Context: an optimization exercise on an open-source flow, tuned for small area, a short achievable clock period and few clock cycles per item. The choices shown serve that exercise and are no tape-out recipe.
Where RTL was checked, it was by simulation tests only, not by an equivalence proof against the original.
Function not checked in runs 3 to 5: the RTL went through the layout flow alone.
Power and IR drop assume default switching activity.

### design/flow/design.v
module crc_frame_engine (
    input  wire        clk,
    input  wire        rst,         
    input  wire        req_valid,
    output wire        req_ready,
    input  wire        req_write,
    input  wire [6:0]  req_addr,    
    input  wire [1:0]  req_size,    
    input  wire [31:0] req_wdata,
    output reg         rsp_valid,
    output reg         rsp_err,     
    output reg  [31:0] rsp_rdata
);
    function [15:0] crc_step;
        input [15:0] c_in;
        input [7:0]  b;
        reg   [15:0] c;
        integer      i;
        begin
            c = c_in ^ {b, 8'h00};
            for (i = 0; i < 8; i = i + 1)
                c = c[15] ? ({c[14:0], 1'b0} ^ 16'h1021) : {c[14:0], 1'b0};
            crc_step = c;
        end
    endfunction
    localparam [2:0] PRES_NONE     = 3'd0,
                     PRES_OK       = 3'd1,
                     PRES_SHORT    = 3'd2,
                     PRES_BADSTART = 3'd3,
                     PRES_CRCERR   = 3'd4;
    localparam [3:0] OP_NOP       = 4'h0,
                     OP_CRC_INIT  = 4'h1,
                     OP_CRC_BYTE  = 4'h2,
                     OP_CRC_RANGE = 4'h3,
                     OP_BUF_CLEAR = 4'h4,
                     OP_BUF_PUSH  = 4'h5,
                     OP_PARSE     = 4'h6;
    localparam [3:0] RS_ZERO   = 4'd0,
                     RS_STATUS = 4'd1,
                     RS_CRC    = 4'd2,
                     RS_COUNT  = 4'd3,
                     RS_BUF0   = 4'd4,    
                     RS_DIST   = 4'd8,
                     RS_MAG    = 4'd9,
                     RS_AMB    = 4'd10,
                     RS_PREC   = 4'd11,
                     RS_FCRC   = 4'd12,
                     RS_CF0    = 4'd13,
                     RS_CF2    = 4'd14;
    function [3:0] walk_sel;
        input       rom;
        input [1:0] word;
        begin
            if (rom)
                walk_sel = (word == 2'd0) ? RS_CF0 : (word == 2'd2) ? RS_CF2 : RS_ZERO;
            else
                walk_sel = {2'b01, word};
        end
    endfunction
    reg [15:0]  crc;
    reg [7:0]   bytes [0:14];   
    reg [3:0]   count;
    reg [15:0]  run_crc;        
    reg         start_ok;       
    reg         frame_match;    
    reg [2:0]   pres;
    reg         cmd_err;
    reg         ovf;
    reg         smp_v;          
    reg [15:0]  dist_mm;
    reg [15:0]  magnitude;
    reg [7:0]   mag_exp;
    reg [7:0]   ambient;
    reg [15:0]  precision;
    reg         fcrc_v;         
    reg [15:0]  calc_crc;
    reg [15:0]  recv_crc;
    reg         busy;
    reg [3:0]   fidx;           
    reg [1:0]   blo;            
    reg [3:0]   wend;           
    reg         wsrc;           
    reg         ready_q;
    reg         q_valid;
    reg         q_err;          
    reg         q_init, q_byte, q_range, q_clear, q_push, q_parse;
    reg         q_bad;          
    reg         q_stat;         
    reg         q_crcw;         
    reg         q_rng;          
    reg [3:0]   q_rsel;         
    reg [15:0]  q_w;            
    reg         q_lz;           
    reg         q_rbad;         
    reg [3:0]   q_rend;         
    assign req_ready = ready_q;
    wire accept = req_valid && ready_q;
    wire bus_ok = (req_size == 2'd2) && (req_addr[1:0] == 2'b00);
    wire in_wr  = accept && bus_ok && req_write;
    wire in_cmd = in_wr && (req_addr[6:2] == 5'h00);
    wire [31:0] w = req_wdata;
    wire [3:0]  in_op = w[3:0];
    wire hi_zero  = (w[31:24] == 8'd0);
    wire len_zero = (w[23:16] == 8'd0);
    wire a_zero   = (w[15:8] == 8'd0);
    wire mid_zero = (w[7:5] == 3'd0);
    reg in_legal;
    always @(*) begin
        case (in_op)
            OP_NOP, OP_CRC_INIT, OP_BUF_CLEAR, OP_PARSE:
                in_legal = hi_zero && len_zero && a_zero && mid_zero && !w[4];
            OP_CRC_BYTE, OP_BUF_PUSH:
                in_legal = hi_zero && len_zero && mid_zero && !w[4];
            OP_CRC_RANGE:
                in_legal = hi_zero && mid_zero;
            default:
                in_legal = 1'b0;
        endcase
    end
    wire in_ok = in_cmd && in_legal;
    reg [3:0] rsel_d;
    always @(*) begin
        case (req_addr[6:2])
            5'h01:   rsel_d = RS_STATUS;
            5'h02:   rsel_d = RS_CRC;
            5'h03:   rsel_d = RS_COUNT;
            5'h04:   rsel_d = 4'd4;
            5'h05:   rsel_d = 4'd5;
            5'h06:   rsel_d = 4'd6;
            5'h07:   rsel_d = 4'd7;
            5'h08:   rsel_d = RS_DIST;
            5'h09:   rsel_d = RS_MAG;
            5'h0A:   rsel_d = RS_AMB;
            5'h0B:   rsel_d = RS_PREC;
            5'h0C:   rsel_d = RS_FCRC;
            5'h10:   rsel_d = RS_CF0;
            5'h12:   rsel_d = RS_CF2;
            default: rsel_d = RS_ZERO;
        endcase
    end
    wire [4:0] rsum = {1'b0, w[11:8]} + {1'b0, w[19:16]};
    wire       in_rng = in_cmd && (in_op == OP_CRC_RANGE);
    wire [7:0]  cmd_a   = q_w[15:8];
    wire        cmd_src = q_w[4];
    wire [3:0] range_limit = cmd_src ? 4'd10 : count;
    wire       range_ok    = !q_rbad && (q_rend <= range_limit);
    wire       walk_go     = q_range && range_ok && !q_lz;
    wire       walk_done   = busy && (fidx == wend);
    wire count_full = (count == 4'd15);
    wire push_ok    = q_push && !count_full;
    wire [119:0] buf_flat;
    genvar gi;
    generate
        for (gi = 0; gi < 15; gi = gi + 1) begin : g_buf
            assign buf_flat[8*gi +: 8] = (count > gi) ? bytes[gi] : 8'h00;
        end
    endgenerate
    reg [31:0] read_value;
    always @(*) begin
        case (q_rsel)
            RS_STATUS: read_value = {26'd0, ovf, cmd_err, 1'b0, pres};
            RS_CRC:    read_value = {16'd0, crc};
            RS_COUNT:  read_value = {28'd0, count};
            4'd4:      read_value = buf_flat[31:0];
            4'd5:      read_value = buf_flat[63:32];
            4'd6:      read_value = buf_flat[95:64];
            4'd7:      read_value = {8'd0, buf_flat[119:96]};
            RS_DIST:   read_value = smp_v ? {16'd0, dist_mm} : 32'd0;
            RS_MAG:    read_value = smp_v ? {8'd0, mag_exp, magnitude} : 32'd0;
            RS_AMB:    read_value = smp_v ? {24'd0, ambient} : 32'd0;
            RS_PREC:   read_value = smp_v ? {16'd0, precision} : 32'd0;
            RS_FCRC:   read_value = fcrc_v ? {recv_crc, calc_crc} : 32'd0;
            RS_CF0:    read_value = 32'h0000240A;
            RS_CF2:    read_value = 32'h0000720F;
            default:   read_value = 32'd0;
        endcase
    end
    wire [7:0]  walk_byte = rsp_rdata[8*blo +: 8];
    wire [15:0] crc_next  = crc_step(crc, busy ? walk_byte : cmd_a);
    wire [15:0] run_next = crc_step(run_crc, cmd_a);
    wire        run_step = (count >= 4'd2) && (count <= 4'd12);
    wire [3:0] fidx_inc = fidx + 4'd1;
    wire [3:0] a_inc    = cmd_a[3:0] + 4'd1;
    integer k;
    always @(posedge clk) begin
        q_valid <= accept && !rst;
        q_err   <= !bus_ok;
        q_init  <= in_ok && (in_op == OP_CRC_INIT);
        q_byte  <= in_ok && (in_op == OP_CRC_BYTE);
        q_range <= in_ok && (in_op == OP_CRC_RANGE);
        q_clear <= in_ok && (in_op == OP_BUF_CLEAR);
        q_push  <= in_ok && (in_op == OP_BUF_PUSH);
        q_parse <= in_ok && (in_op == OP_PARSE);
        q_bad   <= in_cmd && !in_legal;
        q_stat  <= in_wr && (req_addr[6:2] == 5'h01);
        q_crcw  <= in_wr && (req_addr[6:2] == 5'h02);
        q_rng   <= in_rng;
        q_w     <= w[15:0];
        q_lz    <= len_zero;
        q_rbad  <= (w[15:12] != 4'd0) || (w[23:20] != 4'd0) || rsum[4];
        q_rend  <= rsum[3:0];
        if (busy)
            q_rsel <= walk_sel(wsrc, fidx_inc[3:2]);
        else if (q_valid && q_rng)
            q_rsel <= walk_sel(cmd_src, a_inc[3:2]);
        else
            q_rsel <= req_write ? walk_sel(w[4], w[11:10]) : rsel_d;
        rsp_rdata <= read_value;
        for (k = 0; k < 15; k = k + 1)
            if (push_ok && count == k)
                bytes[k] <= cmd_a;
        if (push_ok && count == 4'd0)
            start_ok <= (cmd_a == 8'h0A);
        if (push_ok && count == 4'd14)
            frame_match <= (run_crc == {bytes[13], cmd_a});
        if (busy) begin
            fidx <= fidx_inc;
            blo  <= fidx[1:0];
        end else begin
            fidx <= a_inc;
            blo  <= cmd_a[1:0];
            wend <= q_rend;
            wsrc <= cmd_src;
        end
        if (q_parse && count_full && start_ok) begin
            calc_crc <= run_crc;
            recv_crc <= {bytes[13], bytes[14]};
            if (frame_match) begin
                dist_mm   <= {bytes[5],  bytes[6]};
                magnitude <= {bytes[7],  bytes[8]};
                mag_exp   <= bytes[9];
                ambient   <= bytes[10];
                precision <= {bytes[11], bytes[12]};
            end
        end
        if (rst) begin
            ready_q   <= 1'b1;
            crc       <= 16'hFFFF;
            count     <= 4'd0;
            run_crc   <= 16'hFFFF;
            pres      <= PRES_NONE;
            cmd_err   <= 1'b0;
            ovf       <= 1'b0;
            smp_v     <= 1'b0;
            fcrc_v    <= 1'b0;
            busy      <= 1'b0;
            rsp_valid <= 1'b0;
            rsp_err   <= 1'b0;
        end else begin
            ready_q   <= !(accept && in_rng) && !walk_go && !(busy && !walk_done);
            rsp_valid <= (q_valid && !walk_go) || walk_done;
            rsp_err   <= q_err && !busy;
            if (busy) begin
                crc <= crc_next;
                if (walk_done)
                    busy <= 1'b0;
            end
            if (q_bad)
                cmd_err <= 1'b1;
            if (q_init)
                crc <= 16'hFFFF;
            if (q_byte)
                crc <= crc_next;
            if (q_range) begin
                if (!range_ok)
                    cmd_err <= 1'b1;
                else begin
                    crc <= 16'hFFFF;
                    if (!q_lz)
                        busy <= 1'b1;
                end
            end
            if (q_clear) begin
                count   <= 4'd0;
                run_crc <= 16'hFFFF;
            end
            if (q_push) begin
                if (count_full)
                    ovf <= 1'b1;
                else begin
                    count <= count + 4'd1;
                    if (run_step)
                        run_crc <= run_next;
                end
            end
            if (q_parse) begin
                if (!count_full)
                    pres <= PRES_SHORT;
                else if (!start_ok)
                    pres <= PRES_BADSTART;
                else begin
                    fcrc_v <= 1'b1;
                    if (frame_match) begin
                        pres  <= PRES_OK;
                        smp_v <= 1'b1;
                    end else
                        pres <= PRES_CRCERR;
                end
            end
            if (q_stat) begin  
                if (q_w[4]) cmd_err <= 1'b0;
                if (q_w[5]) ovf     <= 1'b0;
            end
            if (q_crcw)
                crc <= q_w;
        end
    end
endmodule
### design/flow/run.sh
#!/bin/bash
# synth_recipe.tcl (not shown) runs the flow's synth.tcl, then flattens the netlist and writes it again
# the make line also repeats each setting of config.mk as NAME=value (left out here)
make -C /OpenROAD-flow-scripts/flow DESIGN_CONFIG=/design/flow/config.mk WORK_HOME=/design/flow/orfs CLKGATE_MAP_FILE= SYNTH_SCRIPT=/design/flow/synth_recipe.tcl finish
### design/flow/config.mk
export PLATFORM = sky130hd
export DESIGN_NAME = crc_frame_engine
export DESIGN_NICKNAME = crc_frame_engine
export VERILOG_FILES = /design/flow/design.v
export SDC_FILE = /design/flow/constraint.sdc
export NUM_CORES = 4
export LEC_CHECK = 0
export ABC_CLOCK_PERIOD_IN_PS = 2000
export CAP_MARGIN = 20
export CORE_MARGIN = 2
export CORE_UTILIZATION = 40
export SETUP_SLACK_MARGIN = 4.0
export SLEW_MARGIN = 20
### design/flow/constraint.sdc
create_clock -name core_clock -period 6.0 [get_ports {clk}]
set_input_delay 1.2000 -clock core_clock [delete_from_list [all_inputs] [get_ports {clk}]]
set_output_delay 1.2000 -clock core_clock [all_outputs]
set_load 0.01 [all_outputs]
==> results by group, run 1 <==
Synth
  • Top post-synthesis cells by area: edfxtp_1 48%, dfxtp_1 18%, xnor2_1 3.0%, nor2_1 2.7%, a222oi_1 2.5%
  • Unique masters post-synth: 67
  • Post-synth EDFFs: ~220
  • Mapped Avg Cell Area: 13.2 µm²
  • FF+latch count, synth: 346
  • FFs w/ async S/R, synth: 0%
  • Cells after synthesis: 1048
  • Syn_nets: 1110
  • Primary FF master, synth: edfxtp_1
  • Warnings from Yosys: 2
  • Synth area leader: edfxtp_1
  • Synth Cell Area: 0.0139 mm²
  • Register area share after synthesis: 66.1%
  • Post-synth top area share: 48.3%

Layout
  • Nets: 1282
  • Fraction of layout cells with a size suffix above 1: 31.9%
  • Storage cell area: 0.00924 mm²
  • Area of the multi-input gates: around 0.0053 mm²
  • FILL cells: 2876
  • N_diodes: 0
  • Most frequent cells in the layout: 223 x edfxtp_1, 81 x dfxtp_1, 77 x nor2_1, 65 x nand2_1, 61 x buf_4
  • Fin area: 0.0181 mm²
  • Area delta synth->final: 30.8%
  • Commonest non-fill, non-tap cell in the layout: edfxtp_1
  • Layout Utilization: a little over half

Clock network
  • CTS Buf Count: 37
  • Clock latency on the worst-skew pair: 0.54 ns
  • CTS tree: done
  • Longest Clk Path Bufs: 3
  • Root Driver: clkbuf_16
  • H-Tree Level Count: 2
  • CTS Hold Buffers Added: 0
  • CTS Sinks: 346
  • Clock Pin Slew Worst Setup and Hold Paths: around 0.06 ns

Floorplanning
  • Core ar.: 0.0344 mm²
  • Initial core utilization: about two fifths
  • Die ar.: 0.0362 mm²
  • Die width: approximately 190 µm
  • I/O Pins: 80
  • FP Rows: 68
  • Die Y: 190 µm

Drt
  • Detailed-route wire length per cell: 24.4 µm
  • Routed met1 length: 16700 µm
  • Routed wl met2: 19300 µm
  • Via Count: 9744
  • First-pass DRT Iterations: 9
  • 1st-iter DRT viols: 1114
  • Final ANT Viol Nets: 0
  • Drt total wl: 41500 µm
  • Top Metal Used: met4
  • Via/cell ratio: 5.72
  • Met3 WL post-DR: 3760 µm
  • DRC: 0

Pwr
  • Leakage: approximately 0.0064 µW
  • Pwr Density: 290 mW/mm²
  • Peak supply drop: 0.220 mV
  • Power Total: 5250 µW

Job
  • Max-Cap Viols: 0

GRT
  • Largest net degree at the start of global routing: 26
  • Vias in the first global route: 9298
  • GRT Overall Usage: 22.7%
  • Number of antenna violations at the first check in global routing: 0
  • Total congestion overflow: 0
  • First-pass GRT wire length: around 60000 µm

STA
  • Final Hold Viols: 0
  • Min Clock Period, post-route: 2.36 ns
  • Peak Freq: between 400 and 500 MHz
  • Worst Max-Slew Pin Slew: 0.941 ns
  • Tcrit/Tclk final: 39.4%
  • Unrepaired setup endpoints after global routing: true
  • Setup TNS: 0 ns
  • Setup Skew: roughly 0.022 ns
  • Fin Hold WS: 0.441 ns
  • Final Setup Violations: 0
  • Relative slew slack: 37.0%
  • Max Slew Vio Count: 0

Placement
  • Cell Area, Placed: 0.0152 mm²
  • Gpl congestion: 0.894
  • Post-DP HPWL: 26500 µm
  • IO buf count: 79

Setup path
  • Crit. End Element: flip-flop
  • CP Class: in2reg
  • Setup crit start kind: input port
  • Worst-path fanout max: 2
  • Worst EP arrival: between 2 and 3 ns
  • WP data required: between 6 and 7 ns

Min path
  • Hold Path Class: reg2reg

Run status
  • Outcome: no timing/DRC/antenna violations
sequential cells by signal, indices dropped and copies added (netlist names), 8 cells and up:
name and count:
bytes 120, rsp_rdata 32, calc_crc 16, crc 16, dist_mm 16, magnitude 16
precision 16, q_w 16, recv_crc 16, run_crc 16, ambient 8, mag_exp 8
critical path: stages:
cell       delay [ns]
buf_6            0.09
or4b_4           0.54
nand4bb_4        0.23
nor3_4           0.17
nand3_2          0.11
or3b_4           0.39
nor2_1           0.10
synth_stat cells, types with 4 or more instances:
cell type	number
edfxtp_1	223
dfxtp_1	123
nor2_1	98
nand2_1	68
xnor2_1	48
a21oi_1	40
a222oi_1	35
o21ai_0	35
clkbuf_1	34
nor3_1	30
a22oi_1	29
xor2_1	26
nand3_1	23
inv_1	17
ha_1	16
mux2i_1	16
a221oi_1	14
nor4_1	13
nor2b_1	12
nand2b_1	10
mux4_2	9
a211oi_1	8
and2_1	8
nand4_1	8
o21a_1	8
and3_1	7
or2_2	6
a31oi_1	5
buf_1	5
mux2_2	5
a21o_1	4
buf_2	4
nor3b_1	4
o22ai_1	4
stage by stage:
| step | instances | worst slack, ns |
|---|---|---|
| CTS | 1679 | 3.57 |
| finish | 1704 | 3.64 |
| global placement | 1551 | 2.49 |
| detailed placement | 1551 | 2.39 |
| floorplan | 1048 | 3.29 |
| global route | 1704 | 3.57 |
metal layers:
metal,vias up,global-route usage (%)
li1,4351,-
met1,4788,30.3
met2,513,35.3
met3,92,5.24
met4,0,10.2
met5,-,0
layout make-up:
class                           instances  area share, %
Clock buffer                           49           5.69
Clock inverter                         19           1.20
Inverter                               18          0.449
Multi-Input combinational cell        645           29.1
Sequential cell                       346           51.0
Tap cell                              455           3.14
Timing Repair Buffer                  171           9.42
Timing Repair inverter                  1         0.0414
final timing paths:
path                end  depth (start not counted)        start  slack [ns]
min reg2reg  dist_mm[9]                          0  bytes[5][1]        0.44
min          dist_mm[9]                          0  bytes[5][1]        0.44
max              q_byte                          7  req_addr[1]        3.64
max reg2reg      crc[6]                          7       blo[0]        3.76
power by group:
part,internal (µW),leakage [µW],switching (µW)
Clock,1390,0.000616,937
Combinational,157,0.00275,188
Sequential,2550,0.00308,29.7
Total,4100,0.00644,1150
kinds of logic (layout without fill, tap and decap cells):
kind of cell               after synthesis  in the layout  share of synthesized area, %
buffers and inverters                   63            258                          1.82
and+or+nand+nor                        302            307                          10.4
muxes                                   35             35                          3.92
xor gates and xnor gates                80             80                          5.60
DFF                                    346            346                          66.1
AOI/OAI and AO/OA                      205            206                          10.6
adders and majority gates               17             17                          1.59
timing repair:
action | 4_1_cts | 5_1_grt
pin swaps | 48 | 37
endpoints found under the setup margin | 320 | 267
buffers inserted | 52 | 25
cloned | 8 | 0
gates resized for setup | 444 | 82
Testbench counts, summed over its fixed seeds: cycles 11,055, transactions 10,424.
==> inputs of run 2 (changes only) <==
==> design/flow/config.mk (replaced) <==
export PLATFORM = sky130hd
export DESIGN_NAME = crc_frame_engine
export DESIGN_NICKNAME = crc_frame_engine
export VERILOG_FILES = /design/flow/design.v
export SDC_FILE = /design/flow/constraint.sdc
export NUM_CORES = 4
export LEC_CHECK = 0
export ABC_CLOCK_PERIOD_IN_PS = 2500
export CAP_MARGIN = 20
export CORE_MARGIN = 2
export CORE_UTILIZATION = 40
export SETUP_SLACK_MARGIN = 3.5
export SLEW_MARGIN = 20
==> results by group, run 2 <==
Run status
  • Outcome: no timing/DRC/antenna violations (unchanged)

Synth
  • Cells after synthesis: 1048 (unchanged)
  • FFs w/ async S/R, synth: 0% (unchanged)
  • Count leader, synth: edfxtp_1 (unchanged)
  • Top post-synthesis cells by area: edfxtp_1 48%, dfxtp_1 18%, xnor2_1 3.0%, nor2_1 2.7%, a222oi_1 2.5% (unchanged)
  • Post-synth top area share: 48.3% (unchanged)
  • Primary FF master, synth: edfxtp_1 (unchanged)
  • Warnings from Yosys: 2 (unchanged)
  • Unique masters post-synth: 67 (unchanged)
  • Mapped Avg Cell Area: 13.2 µm² (unchanged)
  • Synth area leader: edfxtp_1 (unchanged)
  • Register area share after synthesis: 66.1% (unchanged)
  • Top cells by count, synth: 223 x edfxtp_1, 123 x dfxtp_1, 98 x nor2_1 (unchanged)
  • FF+latch count, synth: 346 (unchanged)
  • Synth Cell Area: 0.0139 mm² (unchanged)
  • Post-synth EDFFs: 223 (unchanged)
  • Syn_nets: 1110 (unchanged)

STA
  • Min Clock Period, post-route: 2.44 ns (was 2.36 ns)
  • Tcrit/Tclk final: 40.7% (was 39.4%)
  • Setup TNS: 0 ns (unchanged)
  • Worst Max-Slew Pin Slew: 1.02 ns (was 0.941 ns)
  • Relative slew slack: 32.1% (was 37.0%)
  • Final Hold Viols: 0 (unchanged)
  • Final Setup Violations: 0 (unchanged)
  • Fin Hold WS: 0.438 ns (was 0.441 ns)
  • Unrepaired setup endpoints after global routing: false (was true)
  • Setup Skew: 0.0191 ns (was 0.0223 ns)
  • Peak Freq: 409 MHz (was 423 MHz)
  • Max Slew Vio Count: 0 (unchanged)
  • Setup WS post-layout: 3.56 ns (was 3.64 ns)

Setup path
  • Slowest cell delay on critical path: 0.33 ns (was 0.54 ns)
  • Crit. End Element: flip-flop (unchanged)
  • WP data required: 6.40 ns (was 6.46 ns)
  • CP Cell Sequence: dlygate4sd2_1, nor4_4, a221oi_2, nor4bb_4, buf_4, buf_4, buf_4, buf_4, a21o_1, a21boi_0 (was buf_6, or4b_4, nand4bb_4, nor3_4, nand3_2, or3b_4, nor2_1)
  • Slowest library cell on the worst path: nor4bb_4 (was or4b_4)
  • R2r worst-path depth: 5 (was 7)
  • Critical Path Most Common Cell: buf_4
  • CP Class: in2reg (unchanged)
  • Setup crit start kind: input port (unchanged)
  • Worst-path fanout max: 2 (unchanged)
  • Worst EP arrival: 2.84 ns (was 2.82 ns)

Placement
  • IO buf count: 79 (unchanged)
  • Gpl congestion: 0.880 (was 0.894)
  • Post-DP HPWL: 26600 µm (was 26500 µm)
  • DP Worst Slack: 2.40 ns (was 2.39 ns)

Drt
  • First-pass DRT Iterations: 8 (was 9)
  • Via Count: 9359 (was 9744)
  • Final ANT Viol Nets: 0 (unchanged)
  • DRC: 0 (unchanged)
  • Drt total wl: 39100 µm (was 41500 µm)
  • Detailed-route wire length per cell: 23.8 µm (was 24.4 µm)
  • Via/cell ratio: 5.68 (was 5.72)
  • 1st-iter DRT viols: 1153 (was 1114)

Layout
  • Max reg flops: 120 (unchanged)
  • Most frequent cells in the layout: 223 x edfxtp_1, 116 x dfxtp_1, 88 x nor2_1, 67 x nand2_1, 51 x dlygate4sd2_1 (was 223 x edfxtp_1, 81 x dfxtp_1, 77 x nor2_1, 65 x nand2_1, 61 x buf_4)
  • Fraction of layout cells with a size suffix above 1: 15.6% (was 31.9%)
  • Area delta synth->final: 21.2% (was 30.8%)
  • Largest registers: bytes x120, rsp_rdata x32 (unchanged)
  • Commonest non-fill, non-tap cell in the layout: edfxtp_1 (unchanged)
  • N_diodes: 0 (unchanged)
  • Nets: 1225 (was 1282)
  • Top reg by flops: bytes (unchanged)

Clock network
  • CTS Buf Count: 37 (unchanged)
  • H-Tree Level Count: 2 (unchanged)
  • Root Driver: clkbuf_16 (unchanged)
  • Clock Pin Slew Worst Setup and Hold Paths: 0.06 ns (about the same)
  • Longest Clk Path Bufs: 3 (unchanged)
  • CTS Hold Buffers Added: 0 (unchanged)
  • CTS tree: done (unchanged)
  • CTS Sinks: 346 (unchanged)
  • Clock latency on the worst-skew pair: 0.54 ns (about the same)

Pwr
  • Logic pwr share: 5.4% (was 6.6%)
  • Leakage: 0.00604 µW (was 0.00644 µW)
  • Int Power: 4010 µW (was 4100 µW)
  • Net switching power: 1120 µW (was 1150 µW)
  • Sw Share: 21.8% (was 22.0%)
  • Clock power frac: 44.3% (was 44.4%)
  • Register share of total power: 50.3% (was 49.0%)
  • Pwr Density: 305 mW/mm² (was 290 mW/mm²)
  • Peak supply drop: 0.181 mV (was 0.220 mV)
  • Power Total: 5130 µW (was 5250 µW)

Min path
  • Hold path depth: 0 (unchanged)
  • Hold Path Class: reg2reg (unchanged)

GRT
  • Number of antenna violations at the first check in global routing: 0 (unchanged)
  • GRT Overall Usage: 21.8% (was 22.7%)
  • First-pass GRT wire length: 58100 µm (was 59900 µm)
  • Largest net degree at the start of global routing: 41 (was 26)
  • Vias in the first global route: 9099 (was 9298)
  • Total congestion overflow: 0 (unchanged)

Floorplanning
  • Die ar.: 0.0362 mm² (unchanged)
  • FP Rows: 68 (unchanged)
  • I/O Pins: 80 (unchanged)
  • Die width: 190 µm (unchanged)
  • Die Y: 190 µm (unchanged)
  • Core ar.: 0.0344 mm² (unchanged)
  • Initial core utilization: 40.3% (unchanged)

Job
  • Max-Cap Viols: 0 (unchanged)
[run 2: worst paths after layout]
check                              startpoint  slack [ns]           end
worst max-delay path            req_wdata[15]        3.56         q_bad
worst min-delay path              bytes[5][1]        0.44    dist_mm[9]
worst max register to register       count[3]        3.58  precision[0]
worst min register to register    bytes[5][1]        0.44    dist_mm[9]
[run 2: final cells by class]
cell class	instances	area [µm²]
clock buffer	48	1030
multi-input combinational	640	4720
tap	455	569
timing repair buffer	119	1040
inverter	18	72.6
sequential	346	9170
clock inverter	20	195
timing repair inverter	1	5.00
fill	2998	17600
[run 2: logic make-up (layout without fill, tap and decap cells)]
kind of cell,after synthesis,count (layout),synth area share [%]
flip-flops,346,346,66.1
AND/OR/NAND/NOR,302,303,10.4
AO/OA/AOI/OAI,205,205,10.6
XOR/XNOR,80,80,5.60
buffers and inverters,63,206,1.82
multiplexers,35,35,3.92
adder cells (fa/ha/maj),17,17,1.59
[run 2: timing repair]
| item | 4_1_cts | 5_1_grt |
|---|---|---|
| endpoints found under the setup margin | 207 | 103 |
| resized for setup | 118 | 30 |
| setup buffers | 18 | 6 |
| cloned | 2 | 0 |
| pin swaps | 17 | 13 |
[run 2: layer usage]
| metal | wire [µm] | part of all wire (%) | GRT usage (%) | up-vias |
|---|---|---|---|---|
| met1 | 16600 | 42 | 30.1 | 4632 |
| met3 | 3100 | 7.9 | 3.98 | 79 |
| met5 | 0 | 0 | 0 | - |
| met4 | 1410 | 3.6 | 7.81 | 0 |
| li1 | - | - | - | 4230 |
| met2 | 18000 | 46 | 34.6 | 418 |
[run 2: power by group through the flow]
stage	sequential [µW]	combinational [µW]	clock, µW
6_report	2580	278	2270
5_1_grt	2580	301	2410
4_1_cts	2580	275	2310
3_5_place_dp	2630	272	0
3_3_place_gp	2630	270	0
2_1_floorplan	2620	152	0
[run 2: metrics by stage]
step           util, %  cell area [µm²]  std cells
3_3_place_gp      44.2            15200       1553
4_1_cts           48.6            16700       1641
5_1_grt           48.9            16800       1647
6_report          48.9            16800       1647
3_5_place_dp      44.2            15200       1553
2_1_floorplan        -            13900       1048
[run 2: worst max-delay path, delay by kind of cell]
family / cells / cell delay (ns)
simple gates: 2 / 0.65
compound gates: 3 / 0.30
buf+inv: 5 / 0.69
==> inputs of run 3 (changes only) <==
--- a/design/flow/design.v
+++ b/design/flow/design.v
@@ -62,7 +62,8 @@
     reg [3:0]   count;
     reg [15:0]  run_crc;        
     reg         start_ok;       
-    reg         frame_match;    
+    reg         p_chk;          
+    reg         p_good;         
     reg [2:0]   pres;
     reg         cmd_err;
     reg         ovf;
@@ -84,7 +85,10 @@
     reg         q_valid;
     reg         q_err;          
     reg         q_init, q_byte, q_range, q_clear, q_push, q_parse;
-    reg         q_bad;          
+    reg         q_cmdv;         
+    reg         q_hlz;          
+    reg         q_hz;           
+    reg         q_az;           
     reg         q_stat;         
     reg         q_crcw;         
     reg         q_rng;          
@@ -100,24 +104,9 @@
     wire in_cmd = in_wr && (req_addr[6:2] == 5'h00);
     wire [31:0] w = req_wdata;
     wire [3:0]  in_op = w[3:0];
-    wire hi_zero  = (w[31:24] == 8'd0);
     wire len_zero = (w[23:16] == 8'd0);
-    wire a_zero   = (w[15:8] == 8'd0);
     wire mid_zero = (w[7:5] == 3'd0);
-    reg in_legal;
-    always @(*) begin
-        case (in_op)
-            OP_NOP, OP_CRC_INIT, OP_BUF_CLEAR, OP_PARSE:
-                in_legal = hi_zero && len_zero && a_zero && mid_zero && !w[4];
-            OP_CRC_BYTE, OP_BUF_PUSH:
-                in_legal = hi_zero && len_zero && mid_zero && !w[4];
-            OP_CRC_RANGE:
-                in_legal = hi_zero && mid_zero;
-            default:
-                in_legal = 1'b0;
-        endcase
-    end
-    wire in_ok = in_cmd && in_legal;
+    wire in_lo    = in_cmd && mid_zero && !w[4];
     reg [3:0] rsel_d;
     always @(*) begin
         case (req_addr[6:2])
@@ -142,12 +131,21 @@
     wire       in_rng = in_cmd && (in_op == OP_CRC_RANGE);
     wire [7:0]  cmd_a   = q_w[15:8];
     wire        cmd_src = q_w[4];
+    wire op_init  = q_init  && q_hlz && q_az;
+    wire op_byte  = q_byte  && q_hlz;
+    wire op_range = q_range && q_hz;
+    wire op_clear = q_clear && q_hlz && q_az;
+    wire op_push  = q_push  && q_hlz;
+    wire op_parse = q_parse && q_hlz && q_az;
+    wire op_nop   = q_hlz && q_az && q_w[7:0] == 8'h00;
+    wire op_bad   = q_cmdv && !(op_init || op_byte || op_range || op_clear ||
+                                op_push || op_parse || op_nop);
     wire [3:0] range_limit = cmd_src ? 4'd10 : count;
     wire       range_ok    = !q_rbad && (q_rend <= range_limit);
-    wire       walk_go     = q_range && range_ok && !q_lz;
+    wire       walk_go     = op_range && range_ok && !q_lz;
     wire       walk_done   = busy && (fidx == wend);
     wire count_full = (count == 4'd15);
-    wire push_ok    = q_push && !count_full;
+    wire push_ok    = op_push && !count_full;
     wire [119:0] buf_flat;
     genvar gi;
     generate
@@ -185,13 +183,16 @@
     always @(posedge clk) begin
         q_valid <= accept && !rst;
         q_err   <= !bus_ok;
-        q_init  <= in_ok && (in_op == OP_CRC_INIT);
-        q_byte  <= in_ok && (in_op == OP_CRC_BYTE);
-        q_range <= in_ok && (in_op == OP_CRC_RANGE);
-        q_clear <= in_ok && (in_op == OP_BUF_CLEAR);
-        q_push  <= in_ok && (in_op == OP_BUF_PUSH);
-        q_parse <= in_ok && (in_op == OP_PARSE);
-        q_bad   <= in_cmd && !in_legal;
+        q_init  <= in_lo && (in_op == OP_CRC_INIT);
+        q_byte  <= in_lo && (in_op == OP_CRC_BYTE);
+        q_range <= in_cmd && (w[7:5] == 3'd0) && (in_op == OP_CRC_RANGE);
+        q_clear <= in_lo && (in_op == OP_BUF_CLEAR);
+        q_push  <= in_lo && (in_op == OP_BUF_PUSH);
+        q_parse <= in_lo && (in_op == OP_PARSE);
+        q_cmdv  <= in_cmd;
+        q_hlz   <= (w[31:16] == 16'd0);
+        q_hz    <= (w[31:24] == 8'd0);
+        q_az    <= (w[15:8] == 8'd0);
         q_stat  <= in_wr && (req_addr[6:2] == 5'h01);
         q_crcw  <= in_wr && (req_addr[6:2] == 5'h02);
         q_rng   <= in_rng;
@@ -211,8 +212,6 @@
                 bytes[k] <= cmd_a;
         if (push_ok && count == 4'd0)
             start_ok <= (cmd_a == 8'h0A);
-        if (push_ok && count == 4'd14)
-            frame_match <= (run_crc == {bytes[13], cmd_a});
         if (busy) begin
             fidx <= fidx_inc;
             blo  <= fidx[1:0];
@@ -222,10 +221,10 @@
             wend <= q_rend;
             wsrc <= cmd_src;
         end
-        if (q_parse && count_full && start_ok) begin
+        if (op_parse && p_chk) begin
             calc_crc <= run_crc;
             recv_crc <= {bytes[13], bytes[14]};
-            if (frame_match) begin
+            if (p_good) begin
                 dist_mm   <= {bytes[5],  bytes[6]};
                 magnitude <= {bytes[7],  bytes[8]};
                 mag_exp   <= bytes[9];
@@ -243,6 +242,8 @@
             ovf       <= 1'b0;
             smp_v     <= 1'b0;
             fcrc_v    <= 1'b0;
+            p_chk     <= 1'b0;
+            p_good    <= 1'b0;
             busy      <= 1'b0;
             rsp_valid <= 1'b0;
             rsp_err   <= 1'b0;
@@ -255,13 +256,13 @@
                 if (walk_done)
                     busy <= 1'b0;
             end
-            if (q_bad)
+            if (op_bad)
                 cmd_err <= 1'b1;
-            if (q_init)
+            if (op_init)
                 crc <= 16'hFFFF;
-            if (q_byte)
+            if (op_byte)
                 crc <= crc_next;
-            if (q_range) begin
+            if (op_range) begin
                 if (!range_ok)
                     cmd_err <= 1'b1;
                 else begin
@@ -270,27 +271,33 @@
                         busy <= 1'b1;
                 end
             end
-            if (q_clear) begin
+            if (op_clear) begin
                 count   <= 4'd0;
                 run_crc <= 16'hFFFF;
+                p_chk   <= 1'b0;
+                p_good  <= 1'b0;
             end
-            if (q_push) begin
+            if (op_push) begin
                 if (count_full)
                     ovf <= 1'b1;
                 else begin
                     count <= count + 4'd1;
                     if (run_step)
                         run_crc <= run_next;
+                    if (count == 4'd14) begin
+                        p_chk  <= start_ok;
+                        p_good <= start_ok && (run_crc == {bytes[13], cmd_a});
+                    end
                 end
             end
-            if (q_parse) begin
+            if (op_parse) begin
                 if (!count_full)
                     pres <= PRES_SHORT;
-                else if (!start_ok)
+                else if (!p_chk)
                     pres <= PRES_BADSTART;
                 else begin
                     fcrc_v <= 1'b1;
-                    if (frame_match) begin
+                    if (p_good) begin
                         pres  <= PRES_OK;
                         smp_v <= 1'b1;
                     end else
--- a/design/flow/config.mk
+++ b/design/flow/config.mk
@@ -9,5 +9,7 @@
 export CAP_MARGIN = 20
 export CORE_MARGIN = 2
 export CORE_UTILIZATION = 40
-export SETUP_SLACK_MARGIN = 3.5
+export CTS_CLUSTER_DIAMETER = 100
+export CTS_CLUSTER_SIZE = 25
+export SETUP_SLACK_MARGIN = 3.6
 export SLEW_MARGIN = 20
==> results by group, run 3 <==
Run status
  • Outcome: no timing/DRC/antenna violations (unchanged)

Synth
  • Mapped Avg Cell Area: 12.9 µm² (was 13.2 µm²)
  • Post-synth EDFFs: 222 (was 223)
  • Unique masters post-synth: 68 (was 67)
  • Post-synth top area share: 46.2% (was 48.3%)
  • Top cells by count, synth: 222 x edfxtp_1, 128 x dfxtp_1, 72 x a21oi_1, 72 x nor2_1, 51 x xnor2_1 (was 223 x edfxtp_1, 123 x dfxtp_1, 98 x nor2_1)
  • Warnings from Yosys: 2 (unchanged)
  • Register area share after synthesis: 64.0% (was 66.1%)
  • Syn_nets: 1180 (was 1110)
  • Top post-synthesis cells by area: edfxtp_1 46%, dfxtp_1 18%, xnor2_1 3.1%, a21oi_1 2.5%, a22oi_1 2.3% (was edfxtp_1 48%, dfxtp_1 18%, xnor2_1 3.0%, nor2_1 2.7%, a222oi_1 2.5%)
  • Synth Cell Area: 0.0144 mm² (was 0.0139 mm²)
  • Synth area leader: edfxtp_1 (unchanged)
  • FFs w/ async S/R, synth: 0% (unchanged)
  • FF+latch count, synth: 350 (was 346)
  • Cells after synthesis: 1118 (was 1048)
  • Primary FF master, synth: edfxtp_1 (unchanged)
  • Count leader, synth: edfxtp_1 (unchanged)

Pwr
  • Logic pwr share: 7.7% (was 5.4%)
  • Clock power frac: 30.6% (was 44.3%)
  • Net switching power: 964 µW (was 1120 µW)
  • Leakage: 0.00564 µW (was 0.00604 µW)
  • Pwr Density: 251 mW/mm² (was 305 mW/mm²)
  • Register share of total power: 61.7% (was 50.3%)
  • Int Power: 3250 µW (was 4010 µW)
  • Sw Share: 22.9% (was 21.8%)
  • Peak supply drop: 0.190 mV (was 0.181 mV)

Setup path
  • CP Cell Sequence: buf_6, or4b_4, or4_4, nor3_4, buf_6, nand2_2, nor4b_2 (was dlygate4sd2_1, nor4_4, a221oi_2, nor4bb_4, buf_4, buf_4, buf_4, buf_4, a21o_1, a21boi_0)
  • Flop2flop setup slack: 3.57 ns (was 3.58 ns)
  • Setup crit start kind: input port (unchanged)
  • R2r worst-path depth: 7 (was 5)
  • R2r endpoint: crc[8] (was precision[0])
  • Slowest library cell on the worst path: or4b_4 (was nor4bb_4)
  • CP Class: in2reg (unchanged)
  • CP startpoint: req_addr[0] (was req_wdata[15])
  • Critical R2R Launch: blo[0] (was count[3])
  • Slowest cell delay on critical path: 0.52 ns (was 0.33 ns)
  • Worst-path fanout max: 2 (unchanged)
  • WP data required: 6.43 ns (was 6.40 ns)
  • Critical Path Most Common Cell: buf_6 (was buf_4)
  • Crit. End Element: flip-flop (unchanged)
  • Worst EP arrival: 2.90 ns (was 2.84 ns)

Min path
  • Hold Path Class: reg2reg (unchanged)
  • Hold path depth: 0 (unchanged)
  • Hold EP: magnitude[1] (was dist_mm[9])
  • Hold Startpoint: bytes[8][1] (was bytes[5][1])

Layout
  • Fraction of layout cells with a size suffix above 1: 16.1% (was 15.6%)
  • Top reg by flops: bytes (unchanged)
  • Commonest non-fill, non-tap cell in the layout: edfxtp_1 (unchanged)
  • Area delta synth->final: 16.2% (was 21.2%)
  • Largest registers: bytes x120, rsp_rdata x32 (unchanged)
  • Max reg flops: 120 (unchanged)
  • N_diodes: 0 (unchanged)
  • Fin area: 0.0168 mm² (about the same)
  • Layout Utilization: 47.1% (was 48.9%)
  • Most frequent cells in the layout: 222 x edfxtp_1, 101 x dfxtp_1, 70 x nor2_1, 69 x a21oi_1, 47 x nand2_1 (was 223 x edfxtp_1, 116 x dfxtp_1, 88 x nor2_1, 67 x nand2_1, 51 x dlygate4sd2_1)
  • Nets: 1271 (was 1225)

Placement
  • Post-DP HPWL: 29100 µm (was 26600 µm)
  • IO buf count: 79 (unchanged)
  • DP Worst Slack: 2.65 ns (was 2.40 ns)
  • Cell Area, Placed: 0.0158 mm² (was 0.0152 mm²)
  • Gpl congestion: 0.916 (was 0.880)

STA
  • Max Slew Vio Count: 0 (unchanged)
  • Min Clock Period, post-route: 2.47 ns (was 2.44 ns)
  • Final Setup Violations: 0 (unchanged)
  • Peak Freq: 405 MHz (was 409 MHz)
  • Tcrit/Tclk final: 41.2% (was 40.7%)
  • Setup TNS: 0 ns (unchanged)
  • Unrepaired setup endpoints after global routing: true (was false)
  • Setup WS post-layout: 3.53 ns (was 3.56 ns)
  • Final Hold Viols: 0 (unchanged)
  • Worst Max-Slew Pin Slew: 0.950 ns (was 1.02 ns)
  • Relative slew slack: 36.7% (was 32.1%)
  • Setup Skew: 0.0192 ns (was 0.0191 ns)

Drt
  • Via Count: 10000 (was 9359)
  • First-pass DRT Iterations: 9 (was 8)
  • 1st-iter DRT viols: 1299 (was 1153)
  • Via/cell ratio: 5.96 (was 5.68)
  • Final ANT Viol Nets: 0 (unchanged)
  • DRC: 0 (unchanged)
  • Drt total wl: 42200 µm (was 39100 µm)
  • Detailed-route wire length per cell: 25.1 µm (was 23.8 µm)

Clock network
  • H-Tree Level Count: 1 (was 2)
  • Clock Pin Slew Worst Setup and Hold Paths: 0.10 ns (was 0.06 ns)
  • CTS tree: done (unchanged)
  • CTS Sinks: 350 (was 346)
  • Root Driver: clkbuf_16 (unchanged)
  • Longest Clk Path Bufs: 3 (unchanged)
  • Clock latency on the worst-skew pair: 0.54 ns (about the same)
  • CTS Buf Count: 17 (was 37)

GRT
  • Total congestion overflow: 0 (unchanged)
  • Largest net degree at the start of global routing: 65 (was 41)
  • Vias in the first global route: 9553 (was 9099)
  • Number of antenna violations at the first check in global routing: 0 (unchanged)
  • GRT Overall Usage: 21.8% (about the same)
  • First-pass GRT wire length: 62200 µm (was 58100 µm)

Floorplanning
  • Initial core utilization: 40.6% (was 40.3%)
  • Die ar.: 0.0376 mm² (was 0.0362 mm²)
  • FP Rows: 69 (was 68)
  • Die Y: 194 µm (was 190 µm)
  • I/O Pins: 80 (unchanged)
  • Die width: 194 µm (was 190 µm)
  • Core ar.: 0.0356 mm² (was 0.0344 mm²)

Job
  • Max-Cap Viols: 0 (unchanged)
-- run 3: cell types whose count changed after synthesis, sizes merged, moves of 9 or more --
cell	delta
and3	+9
a21oi	+32
clkbuf	+12
nor2	-26
o211ai	+20
or2	+9
nand2	-20
a22oi	+16
-- run 3: worst max-delay path by stage --
stage	cells after the start	to
finish	7	q_byte
global route	7	q_byte
floorplan	5	q_range
global placement	6	crc[15]
detailed placement	6	q_range
CTS	6	q_range
-- run 3: worst max-delay path: cells and delay by family --
kind,cells,cell delay (ns)
AND/OR/NAND/NOR,5,1.49
buffers and inverters,2,0.21
-- run 3: area by class of cell --
class | count | area, µm²
flip-flops and latches | 350 | 9290
clock buffers | 28 | 467
well taps | 461 | 577
repair buffers | 131 | 1200
multi-input cells | 692 | 5150
fillers | 3201 | 18800
clock inverters | 1 | 8.76
inverters | 17 | 71.3
-- run 3: cell families (layout without fill, tap and decap cells) --
family	after synthesis	in the layout	share of synthesized area, %
compound gates	267	267	12.8
xor+xnor	72	72	4.48
fa+ha+maj	17	17	1.53
buf+inv	76	177	2.14
flops	350	350	64.0
mux	36	36	3.96
simple gates	300	300	11.1
-- run 3: metal layers --
metal	share of wire [%]	vias to the layer above	GRT usage, %
met5	0	-	0
met4	3.1	0	6.43
met3	7.8	74	2.64
met2	46	502	34.8
met1	43	4962	31.4
li1	-	4479	-
-- run 3: what timing repair did --
| item | in CTS | in global routing |
|---|---|---|
| setup buffers | 11 | 16 |
| cloned | 0 | 1 |
| pin swaps | 11 | 11 |
| setup endpoints to repair | 165 | 81 |
| hold buffers | 0 | 0 |
| resized for setup | 126 | 54 |
-- run 3: metrics by stage --
stage / total power, µW / hold slack [ns] / instances
2_1_floorplan: 2810 / 0.408 / 1118
3_3_place_gp: 2950 / 0.434 / 1623
3_5_place_dp: 2950 / 0.434 / 1623
4_1_cts: 4210 / 0.457 / 1663
5_1_grt: 4340 / 0.473 / 1680
6_report: 4210 / 0.453 / 1680
-- run 3: power groups by stage --
stage               registers, µW  clock network, µW  logic, µW
finish                       2600               1290        323
global route                 2600               1390        347
CTS                          2600               1300        301
detailed placement           2660                  0        294
global placement             2660                  0        290
floorplan                    2650                  0        165
==> inputs of run 4 (changes only) <==
--- a/design/flow/config.mk
+++ b/design/flow/config.mk
@@ -11,5 +11,5 @@
 export CORE_UTILIZATION = 40
 export CTS_CLUSTER_DIAMETER = 100
 export CTS_CLUSTER_SIZE = 25
-export SETUP_SLACK_MARGIN = 3.6
+export SETUP_SLACK_MARGIN = 3.8
 export SLEW_MARGIN = 20
==> results by group, run 4 <==
Clock network
  • Clock latency on the worst-skew pair: 0.51 ns (was 0.54 ns)
  • CTS tree: done (unchanged)
  • CTS Hold Buffers Added: 0 (unchanged)
  • H-Tree Level Count: 1 (unchanged)
  • Root Driver: clkbuf_16 (unchanged)
  • CTS Buf Count: 17 (unchanged)
  • CTS Sinks: 350 (unchanged)
  • Longest Clk Path Bufs: 3 (unchanged)
  • Clock Pin Slew Worst Setup and Hold Paths: 0.09 ns (was 0.10 ns)

Layout
  • N_diodes: 0 (unchanged)
  • Max reg flops: 120 (unchanged)
  • Layout Utilization: 49.0% (was 47.1%)
  • Area delta synth->final: 20.8% (was 16.2%)
  • FILL cells: 3161 (was 3201)
  • Nets: 1312 (was 1271)
  • Commonest non-fill, non-tap cell in the layout: edfxtp_1 (unchanged)
  • Largest registers: bytes x120, rsp_rdata x32 (unchanged)
  • Fraction of layout cells with a size suffix above 1: 26.1% (was 16.1%)
  • Most frequent cells in the layout: 222 x edfxtp_1, 83 x dfxtp_1, 77 x buf_4, 66 x nor2_1, 66 x a21oi_1 (was 222 x edfxtp_1, 101 x dfxtp_1, 70 x nor2_1, 69 x a21oi_1, 47 x nand2_1)
  • Top reg by flops: bytes (unchanged)
  • Post-route insts no fill: 1721 (was 1680)

Job
  • Max-Cap Viols: 0 (unchanged)

Synth
  • Cells after synthesis: 1118 (unchanged)
  • FF+latch count, synth: 350 (unchanged)
  • Warnings from Yosys: 2 (unchanged)
  • Count leader, synth: edfxtp_1 (unchanged)
  • Syn_nets: 1180 (unchanged)
  • Top cells by count, synth: 222 x edfxtp_1, 128 x dfxtp_1, 72 x a21oi_1, 72 x nor2_1, 51 x xnor2_1 (unchanged)
  • Post-synth EDFFs: 222 (unchanged)
  • Post-synth top area share: 46.2% (unchanged)
  • Register area share after synthesis: 64.0% (unchanged)
  • Primary FF master, synth: edfxtp_1 (unchanged)
  • FFs w/ async S/R, synth: 0% (unchanged)
  • Synth area leader: edfxtp_1 (unchanged)
  • Top post-synthesis cells by area: edfxtp_1 46%, dfxtp_1 18%, xnor2_1 3.1%, a21oi_1 2.5%, a22oi_1 2.3% (unchanged)
  • Mapped Avg Cell Area: 12.9 µm² (unchanged)
  • Unique masters post-synth: 68 (unchanged)
  • Synth Cell Area: 0.0144 mm² (unchanged)

Placement
  • Gpl congestion: 0.929 (was 0.916)
  • IO buf count: 79 (unchanged)
  • DP Worst Slack: 2.64 ns (was 2.65 ns)
  • Post-DP HPWL: 29000 µm (was 29100 µm)
  • Placed cell count: 1621 (was 1623)

Drt
  • Drt total wl: 42700 µm (was 42200 µm)
  • Detailed-route wire length per cell: 24.8 µm (was 25.1 µm)
  • First-pass DRT Iterations: 8 (was 9)
  • Via/cell ratio: 5.91 (was 5.96)
  • DRC: 0 (unchanged)
  • 1st-iter DRT viols: 1042 (was 1299)
  • Via Count: 10200 (was 10000)
  • Final ANT Viol Nets: 0 (unchanged)

Setup path
  • Worst-path fanout max: 3 (was 2)
  • Slowest cell delay on critical path: 0.52 ns (about the same)
  • Worst EP arrival: 2.87 ns (was 2.90 ns)
  • Crit. End Element: flip-flop (unchanged)
  • CP Class: in2reg (unchanged)
  • Flop2flop setup slack: 3.59 ns (was 3.57 ns)
  • Setup crit start kind: input port (unchanged)
  • WP data required: 6.40 ns (was 6.43 ns)
  • CP Cell Sequence: buf_6, or4b_4, or4_4, nor3_4, and4b_1, buf_4, a21oi_2 (was buf_6, or4b_4, or4_4, nor3_4, buf_6, nand2_2, nor4b_2)
  • Slowest library cell on the worst path: or4b_4 (unchanged)

GRT
  • Vias in the first global route: 9852 (was 9553)
  • Largest net degree at the start of global routing: 65 (unchanged)
  • GRT Overall Usage: 22.1% (was 21.8%)
  • Total congestion overflow: 0 (unchanged)
  • Number of antenna violations at the first check in global routing: 1 (was 0)
  • First-pass GRT wire length: 63000 µm (was 62200 µm)

Floorplanning
  • Die Y: 194 µm (unchanged)
  • I/O Pins: 80 (unchanged)
  • FP Rows: 69 (unchanged)
  • Initial core utilization: 40.6% (unchanged)
  • Die width: 194 µm (unchanged)
  • Die ar.: 0.0376 mm² (unchanged)
  • Core ar.: 0.0356 mm² (unchanged)

STA
  • Peak Freq: 405 MHz (about the same)
  • Min Clock Period, post-route: 2.47 ns (about the same)
  • Worst Max-Slew Pin Slew: 0.918 ns (was 0.950 ns)
  • Setup TNS: 0 ns (unchanged)
  • Setup Skew: 0.0102 ns (was 0.0192 ns)
  • Unrepaired setup endpoints after global routing: true (unchanged)
  • Max Slew Vio Count: 0 (unchanged)
  • Relative slew slack: 38.6% (was 36.7%)
  • Tcrit/Tclk final: 41.1% (was 41.2%)
  • Final Setup Violations: 0 (unchanged)
  • Final Hold Viols: 0 (unchanged)
  • Setup WS post-layout: 3.53 ns (about the same)

Min path
  • Hold Path Class: reg2reg (unchanged)

Pwr
  • Peak supply drop: 0.136 mV (was 0.190 mV)
  • Leakage: 0.00588 µW (was 0.00564 µW)
  • Pwr Density: 242 mW/mm² (was 251 mW/mm²)

Run status
  • Outcome: no timing/DRC/antenna violations (unchanged)
==> run 4: worst max-delay path: cells and delay by family <==
family                 cells  cell delay, ns
AO/OA/AOI/OAI              1            0.05
buffers and inverters      2            0.22
AND/OR/NAND/NOR            4            1.41
==> run 4: final timing paths <==
kind / cells past startpoint / end / start
worst max-delay path: 7 / ready_q / req_addr[0]
worst min-delay path: 0 / wend[0] / q_rend[0]
worst max register to register: 7 / crc[15] / blo[0]
worst min register to register: 0 / wend[0] / q_rend[0]
==> run 4: kinds of logic after synthesis <==
logic type | Yosys count | synth area share, %
mux | 36 | 3.96
buf+inv | 76 | 2.14
xor+xnor | 72 | 4.48
fa+ha+maj | 17 | 1.53
flops | 350 | 64.0
compound gates | 267 | 12.8
simple gates | 300 | 11.1
==> run 4: cell type report <==
| type | instances | area [µm²] | area share [%] |
|---|---|---|---|
| sequential | 350 | 9330 | 53.6 |
| multi-input combinational | 694 | 5390 | 30.9 |
| clock buffer | 29 | 470 | 2.70 |
| inverter | 17 | 78.8 | 0.452 |
| timing repair buffer | 170 | 1580 | 9.06 |
| tap | 461 | 577 | 3.31 |
==> run 4: per-layer routing <==
| metal | routed length (µm) | GRT usage (%) |
|---|---|---|
| met3 | 3580 | 3.03 |
| met5 | 13 | 0 |
| met4 | 1100 | 5.56 |
| met1 | 17700 | 30.9 |
| met2 | 20300 | 36.6 |
==> run 4: timing repair <==
action	CTS	global route
resized for setup	318	70
pin swaps	28	24
setup buffers	48	19
endpoints found under the setup margin	201	194
gates cloned	3	1
hold endpoints to repair	0	0
==> run 4: through the flow <==
stage / power [µW] / instance area [µm²] / hold WS, ns
floorplan: 2810 / 14500 / 0.408
global placement: 2940 / 15800 / 0.417
detailed placement: 2950 / 15800 / 0.419
CTS: 4200 / 17000 / 0.441
global route: 4360 / 17400 / 0.452
finish: 4220 / 17400 / 0.437
==> run 4: where the power goes <==
part	leakage (µW)	internal, µW	switching, µW
registers	0.00308	2570	30.1
clock network	0.000224	542	729
logic	0.00257	162	190
total	0.00588	3270	948
==> inputs of run 5 (changes only) <==
==> design/flow/config.mk (replaced) <==
export PLATFORM = sky130hd
export DESIGN_NAME = crc_frame_engine
export DESIGN_NICKNAME = crc_frame_engine
export VERILOG_FILES = /design/flow/design.v
export SDC_FILE = /design/flow/constraint.sdc
export NUM_CORES = 4
export LEC_CHECK = 0
export ABC_AREA = 1
export CAP_MARGIN = 20
export CORE_MARGIN = 2
export CORE_UTILIZATION = 40
export CTS_CLUSTER_DIAMETER = 100
export CTS_CLUSTER_SIZE = 25
export SETUP_SLACK_MARGIN = 3.5
export SLEW_MARGIN = 20
==> results by group, run 5 <==
Layout
  • Fraction of layout cells with a size suffix above 1: 8.19% (was 26.1%)
  • Fin area: 0.0167 mm² (was 0.0174 mm²)
  • Nets: 1589 (was 1312)
  • Most frequent cells in the layout: 329 x nand2_1, 222 x edfxtp_1, 135 x nand3_1, 129 x inv_1, 109 x dfxtp_1 (was 222 x edfxtp_1, 83 x dfxtp_1, 77 x buf_4, 66 x nor2_1, 66 x a21oi_1)
  • Area delta synth->final: 13.3% (was 20.8%)
  • Max reg flops: 120 (unchanged)
  • Commonest non-fill, non-tap cell in the layout: nand2_1 (was edfxtp_1)
  • Top reg by flops: bytes (unchanged)
  • Largest registers: bytes x120, rsp_rdata x32 (unchanged)
  • N_diodes: 0 (unchanged)

Floorplanning
  • Die ar.: 0.0385 mm² (was 0.0376 mm²)
  • Core ar.: 0.0365 mm² (was 0.0356 mm²)
  • Die Y: 196 µm (was 194 µm)
  • Initial core utilization: 40.4% (was 40.6%)
  • I/O Pins: 80 (unchanged)
  • FP Rows: 70 (was 69)
  • Die width: 196 µm (was 194 µm)

Synth
  • Mapped Avg Cell Area: 10.2 µm² (was 12.9 µm²)
  • Synth area leader: edfxtp_1 (unchanged)
  • Post-synth top area share: 45.2% (was 46.2%)
  • FFs w/ async S/R, synth: 0% (unchanged)
  • Count leader, synth: nand2_1 (was edfxtp_1)
  • Top cells by count, synth: 332 x nand2_1, 222 x edfxtp_1, 135 x nand3_1 (was 222 x edfxtp_1, 128 x dfxtp_1, 72 x a21oi_1, 72 x nor2_1, 51 x xnor2_1)
  • Unique masters post-synth: 56 (was 68)
  • Syn_nets: 1506 (was 1180)
  • Top post-synthesis cells by area: edfxtp_1 45%, dfxtp_1 17%, nand2_1 8.4%, nand3_1 4.6%, inv_1 3.3% (was edfxtp_1 46%, dfxtp_1 18%, xnor2_1 3.1%, a21oi_1 2.5%, a22oi_1 2.3%)
  • FF+latch count, synth: 350 (unchanged)
  • Primary FF master, synth: edfxtp_1 (unchanged)
  • Post-synth EDFFs: 222 (unchanged)
  • Register area share after synthesis: 62.5% (was 64.0%)
  • Cells after synthesis: 1444 (was 1118)
  • Warnings from Yosys: 2 (unchanged)
  • Synth Cell Area: 0.0148 mm² (was 0.0144 mm²)

STA
  • Tcrit/Tclk final: 40.9% (was 41.1%)
  • Worst Max-Slew Pin Slew: 0.991 ns (was 0.918 ns)
  • Final Setup Violations: 0 (unchanged)
  • Setup TNS: 0 ns (unchanged)
  • Final Hold Viols: 0 (unchanged)
  • Setup Skew: 0.0304 ns (was 0.0102 ns)
  • Fin Hold WS: 0.438 ns (was 0.437 ns)
  • Max Slew Vio Count: 0 (unchanged)
  • Relative slew slack: 33.8% (was 38.6%)
  • Unrepaired setup endpoints after global routing: true (unchanged)
  • Setup WS post-layout: 3.55 ns (was 3.53 ns)
  • Min Clock Period, post-route: 2.45 ns (was 2.47 ns)
  • Peak Freq: 407 MHz (was 405 MHz)

Placement
  • DP Worst Slack: 3.07 ns (was 2.64 ns)
  • Post-DP HPWL: 32300 µm (was 29000 µm)
  • IO buf count: 79 (unchanged)
  • Gpl congestion: 0.913 (was 0.929)
  • Cell Area, Placed: 0.0161 mm² (was 0.0158 mm²)

GRT
  • First-pass GRT wire length: 66300 µm (was 63000 µm)
  • GRT Overall Usage: 23.0% (was 22.1%)
  • Total congestion overflow: 0 (unchanged)
  • Vias in the first global route: 10600 (was 9852)
  • Largest net degree at the start of global routing: 66 (was 65)
  • Number of antenna violations at the first check in global routing: 0 (was 1)

Clock network
  • Clock Pin Slew Worst Setup and Hold Paths: 0.10 ns (was 0.09 ns)
  • CTS Buf Count: 18 (was 17)
  • CTS Sinks: 350 (unchanged)
  • Clock latency on the worst-skew pair: 0.55 ns (was 0.51 ns)
  • CTS tree: done (unchanged)
  • CTS Hold Buffers Added: 0 (unchanged)
  • Root Driver: clkbuf_16 (unchanged)
  • H-Tree Level Count: 1 (unchanged)
  • Longest Clk Path Bufs: 3 (unchanged)

Drt
  • Detailed-route wire length per cell: 22.4 µm (was 24.8 µm)
  • DRC: 0 (unchanged)
  • Via/cell ratio: 5.54 (was 5.91)
  • 1st-iter DRT viols: 1116 (was 1042)
  • Final ANT Viol Nets: 0 (unchanged)
  • Via Count: 11100 (was 10200)
  • First-pass DRT Iterations: 5 (was 8)
  • Drt total wl: 44900 µm (was 42700 µm)

Setup path
  • Setup crit start kind: flip-flop (was input port)
  • Crit. End Element: flip-flop (unchanged)
  • Worst-path fanout max: 14 (was 3)
  • WP data required: 6.18 ns (was 6.40 ns)
  • CP Class: reg2reg (was in2reg)
  • Worst EP arrival: 2.63 ns (was 2.87 ns)

Run status
  • Outcome: no timing/DRC/antenna violations (unchanged)

Pwr
  • Leakage: 0.00653 µW (was 0.00588 µW)
  • Peak supply drop: 0.159 mV (was 0.136 mV)
  • Pwr Density: 254 mW/mm² (was 242 mW/mm²)

Job
  • Max-Cap Viols: 0 (unchanged)

Min path
  • Hold Path Class: reg2reg (unchanged)
-- run 5: through the flow --
stage | instances | util, % | total power [µW]
detailed placement | 1973 | 44.1 | 2920
CTS | 2005 | 45.6 | 4260
global route | 2007 | 45.8 | 4380
global placement | 1973 | 44.1 | 2920
finish | 2007 | 45.8 | 4240
floorplan | 1444 | - | 2790
-- run 5: what timing repair did --
item | CTS | global route
pin swaps | 0 | 2
setup endpoints to repair | 126 | 84
gates resized for setup | 61 | 16
buffers inserted | 0 | 2
hold endpoints to repair | 0 | 0
-- run 5: path summary, 6_finish.rpt --
path | start | cells past startpoint | slack, ns | to
worst max register to register | count[0] | 8 | 3.55 | bytes[5][4]
worst min register to register | q_err | 2 | 0.44 | rsp_err
worst max-delay path | count[0] | 8 | 3.55 | bytes[5][4]
worst min-delay path | q_err | 2 | 0.44 | rsp_err
-- run 5: metal layers --
layer	global-route usage [%]	part of all wire (%)	vias to the layer above
met5	0	0	-
met4	7.44	2.9	0
met3	2.49	6.9	56
met2	37.1	46	428
met1	32.7	44	5421
li1	-	-	5211
-- run 5: cell type report --
cell class	instances	area, µm²
clock inverter	3	48.8
sequential	350	9260
timing repair buffer	98	893
clock buffer	29	492
multi-input combinational	912	4890
fill	3414	19800
inverter	147	562
tap	468	586
-- run 5: power breakdown --
group | internal (µW) | switching, µW | leakage [µW]
logic | 98.4 | 168 | 0.00317
registers | 2570 | 32.4 | 0.00311
clock network | 585 | 789 | 0.000255
total | 3260 | 989 | 0.00653
-- run 5: critical path: stages, from the launching register on --
cell     delay, ns
dfxtp_1       0.39
ha_1          0.25
inv_1         0.17
nor2_4        0.09
inv_2         0.05
nand2_2       0.23
inv_1         0.19
nand2_1       0.24
nor2_2        0.48
-- run 5: cell families (layout without fill, tap and decap cells) --
| family | after synthesis | after routing | share of synthesized area, % |
|---|---|---|---|
| and+or+nand+nor | 636 | 636 | 18.9 |
| DFF | 350 | 350 | 62.5 |
| adders and majority gates | 17 | 17 | 1.49 |
| xor gates and xnor gates | 32 | 32 | 1.90 |
| buffers and inverters | 182 | 277 | 5.09 |
| AOI/OAI and AO/OA | 227 | 227 | 10.2 |

==> re-timing with driven ports <==
Ports are ideal in the flow. The routed layouts listed here were re-timed in OpenROAD.
Step 1 sets driving cells, clkbuf_16 on the clock port and buf_2 on the other inputs (assumed; they add their load-dependent delay and slew).
Step 2 also shifts input and output timing later by t, the mid clock arrival at the registers, as if the neighbouring blocks saw the same clock.
a / b / c = ideal ports / drivers / drivers and shift; a / b = the first two.
run	t (ns)	slack for setup (ns)	slew at the worst register clock pin (ns)	worst data-port slew with drivers (ns)	pins driven straight from the clock port
run 1	0.586	3.637 / 3.659 / 3.073	0.07 / 0.07	0.04	1
run 2	0.579	3.557 / 3.551 / 3.009	0.07 / 0.07	0.04	1
run 3	0.577	3.530 / 3.549 / 2.972	0.10 / 0.10	0.04	1
run 4	0.552	3.534 / 3.549 / 2.997	0.10 / 0.10	0.04	1
run 5	0.585	3.545 / 3.505 / 3.054	0.11 / 0.11	0.04	1
After both steps setup and hold are still met in every run listed. For run 1, which loses most, drivers alone change the setup slack by +0.022 ns; drivers and shift together by -0.564 ns.
